What follows belongs to an exercise in optimizing a design on an open flow for a short achievable clock period and few clock cycles; a production flow would make more cautious choices.
The RTL was checked by simulation tests, not by an equivalence proof against the original design.

==> inputs of try-onyx <==
## a362m
module a362m (
    input  wire        clk,
    input  wire        rst_n,
    input  wire        cmd_valid,
    input  wire [39:0] cmd_word,
    output reg         cmd_ready,
    output reg         done_valid,
    output reg  [2:0]  done_status,
    output reg  [15:0] rd,
    output reg  [15:0] fx,
    output reg  [15:0] fy,
    output reg  [15:0] fz,
    output reg  [15:0] ft,
    output reg  [63:0] burst_buf,
    output reg  [3:0]  bufn,
    output reg  [7:0]  want,
    output reg  [7:0]  echo,
    output reg  [2:0]  status,
    output reg  [3:0]  err,
    output reg         busy,
    output reg         cs_open,
    output reg         tx_valid,
    output reg  [7:0]  tx_byte,
    input  wire        rx_valid,
    input  wire [7:0]  rx_byte,
    input  wire        bus_fail
);
clock: 7.0 ns
lec_check: 0
cap_margin: 20
core_margin: 2
core_utilization: 40
place_density: 0.6
setup_slack_margin: 4.5
slew_margin: 20
synth_hierarchical: 1
run.sh (not shown) runs the stock make flow with config.mk's settings and CLKGATE_MAP_FILE= SYNTH_SCRIPT=/design/flow/synth_recipe.tcl, a recipe that flattens the netlist after the stock synthesis.
==> try-maple (differences from try-onyx) <==
--- a/flow/design.v
+++ b/flow/design.v
@@ -216,14 +216,18 @@
     wire ans    = frm && rx_valid && !bus_fail;        
     wire fail   = frm && bus_fail;                     
     wire fin_ok = ans && endc;                         
     wire lgo    = first && ((o_setf && zs_q && fit_q) || (o_rdf && zr_q && run_q));
     wire zdone  = first && !frm && !lgo;               
     wire done_evt = fin_ok || fail || zdone;
     wire eq     = (rx_byte == w_q);
+    wire st_vm  = fin_ok && vfy && !eq;
+    wire st_if  = zdone && lg && !dec_q;
+    wire st_upd = fail || fin_ok || zdone;             
+    wire [2:0] st_new = {zdone && !lg, st_vm || st_if, fail || st_if};
     assign hold_cs = bsy && (gap || lgo || (frm && !bus_fail && !(rx_valid && last)));
     wire lg = lg_q[0] || lg_q[1];
     wire busy_next, bsy_next;
     a362m_bsy u_bo (.rst_n(rst_n), .acc(acc), .bsy(bsy), .done(done_evt), .y(busy_next));
     a362m_bsy u_bi (.rst_n(rst_n), .acc(acc), .bsy(bsy), .done(done_evt), .y(bsy_next));
     integer i;
     always @(posedge clk) begin
@@ -321,41 +325,17 @@
             end
             if (!bsy)
                 tx_byte <= {7'b0000101, c_rdfirst};
             else if (gap)
                 tx_byte <= {7'b0000101, !d_wr};
             else if (ans && !last)
                 tx_byte <= nxt;
-            if (fail) begin
-                done_status <= ST_TF;
-                status      <= ST_TF;
-                err[0]      <= 1'b1;
-            end else if (fin_ok) begin
-                if (vfy && !eq) begin
-                    done_status <= ST_VM;
-                    status      <= ST_VM;
-                    err[1]      <= 1'b1;
-                end else begin
-                    done_status <= ST_OK;
-                    status      <= ST_OK;
-                end
-            end else if (zdone) begin
-                if (!lg) begin
-                    done_status <= ST_IC;
-                    status      <= ST_IC;
-                    err[3]      <= 1'b1;
-                end else if (!dec_q) begin
-                    done_status <= ST_IF;
-                    status      <= ST_IF;
-                    err[2]      <= 1'b1;
-                end else begin
-                    done_status <= ST_OK;
-                    status      <= ST_OK;
-                end
-            end
+            status      <= st_new | (status & {3{!st_upd}});
+            done_status <= st_new | (done_status & {3{!st_upd}});
+            err         <= err | {zdone && !lg, st_if, st_vm, fail};
             if (zdone && lg && dec_q)
                 rd <= decode(cw[7:0], cw[15:8], cw[34]);
             else if (ans && e_rd)
                 rd <= rd_new;
             if (ans && e_xyzt) begin
                 fx <= decode(rxbuf[7:0],   rxbuf[15:8],  s_bit);
                 fy <= decode(rxbuf[23:16], rxbuf[31:24], s_bit);
==> flow/flow/run.sh (new file) <==
#!/bin/bash
# Own flow: the standard layout (standard synthesis unchanged), with the
# port buffers made from plain buffers (buf_4) instead of the delay cells
# buffer_ports picks by default, and cell resizing not held to footprints.
set -euo pipefail
bash standard.sh \
  "BUFFER_PORTS_ARGS=-buffer_cell sky130_fd_sc_hd__buf_4" \
  MATCH_CELL_FOOTPRINT=0 \
  finish > flow_make.log 2>&1
==> flow/standard.sh (new file) <==
#!/bin/bash
# synth_recipe.tcl (not shown) runs the flow's synth.tcl, then flattens the netlist and writes it again
# the make line also repeats each setting of config.mk as NAME=value (left out here)
make -C /OpenROAD-flow-scripts/flow DESIGN_CONFIG=/design/flow/config.mk WORK_HOME=/design/flow/orfs CLKGATE_MAP_FILE= SYNTH_SCRIPT=/design/flow/synth_recipe.tcl "${@:-finish}"
--- a/flow/config.mk
+++ b/flow/config.mk
@@ -5,10 +5,10 @@
 export SDC_FILE = /design/flow/constraint.sdc
 export NUM_CORES = 4
 export LEC_CHECK = 0
 export CAP_MARGIN = 20
 export CORE_MARGIN = 2
 export CORE_UTILIZATION = 40
 export PLACE_DENSITY = 0.6
-export SETUP_SLACK_MARGIN = 4.5
+export SETUP_SLACK_MARGIN = 4.65
 export SLEW_MARGIN = 20
 export SYNTH_HIERARCHICAL = 1
removed: flow/run.sh
==> qor.yml <==
outcome:
  status: "complete, no violations"
detailed_routing:
  vias_per_cell: 5.75
clocking:
  clock_latency_ps: 560
timing:
  holdWs_ps: 455
  max_freq_mhz: 408
worst_setup_path:
  crit_start: "tx_byte[1]"
  cp.depth: 1
layout:
  multiInputGateArea_sq_mm: 0.0103
  num-nets-final: 2305
-- figures above: try-maple

==> qor.yml <==
worst_setup_path:
  cp_top_family: "simple AND/OR/NAND/NOR gates"
  crit_start: "bus_fail"
  cp.depth: 7
timing:
  max_freq_mhz: 388
  holdWs_ps: 431
layout:
  num-nets-final: 2319
  multiInputGateArea_sq_mm: 0.0101
detailed_routing:
  vias_per_cell: 5.92
outcome:
  status: "complete, no violations"
-- figures above: try-onyx

Testbench counts of try-onyx, summed over its fixed seeds: cycles 102,253.
Testbench counts of try-maple, summed over its fixed seeds: cycles 102,253.

==> re-timing with driven ports <==
The flow's constraints put no driver on any port. The routed layouts listed below were extracted and timed again, unchanged, in two steps.
Step 1, drivers: a clkbuf_16 drives clk and a buf_2 each remaining input, both assumed.
Step 2 times the ports against the registers' clock, not the clock port: input delays grow and output delays shrink by t, the midpoint of the rising clock arrivals with the driver on.
Three values: ideal, step 1, step 2; two values: the first two.
| run | t (ns) | setup slack, ns | hold WS [ns] | slew at the worst register clock pin (ns) | pins driven straight from the clock port |
|---|---|---|---|---|---|
| try-onyx | 0.623 | 4.424 / 4.447 / 3.835 | 0.431 / 0.431 / 0.431 | 0.07 / 0.07 | 1 |
| try-maple | 0.601 | 4.552 / 4.499 / 4.017 | 0.455 / 0.455 / 0.455 | 0.06 / 0.06 | 1 |
After both steps setup and hold are still met in every run listed. The setup slack of try-onyx, which loses most, moves by +0.023 ns with the drivers and by -0.589 ns with both steps.
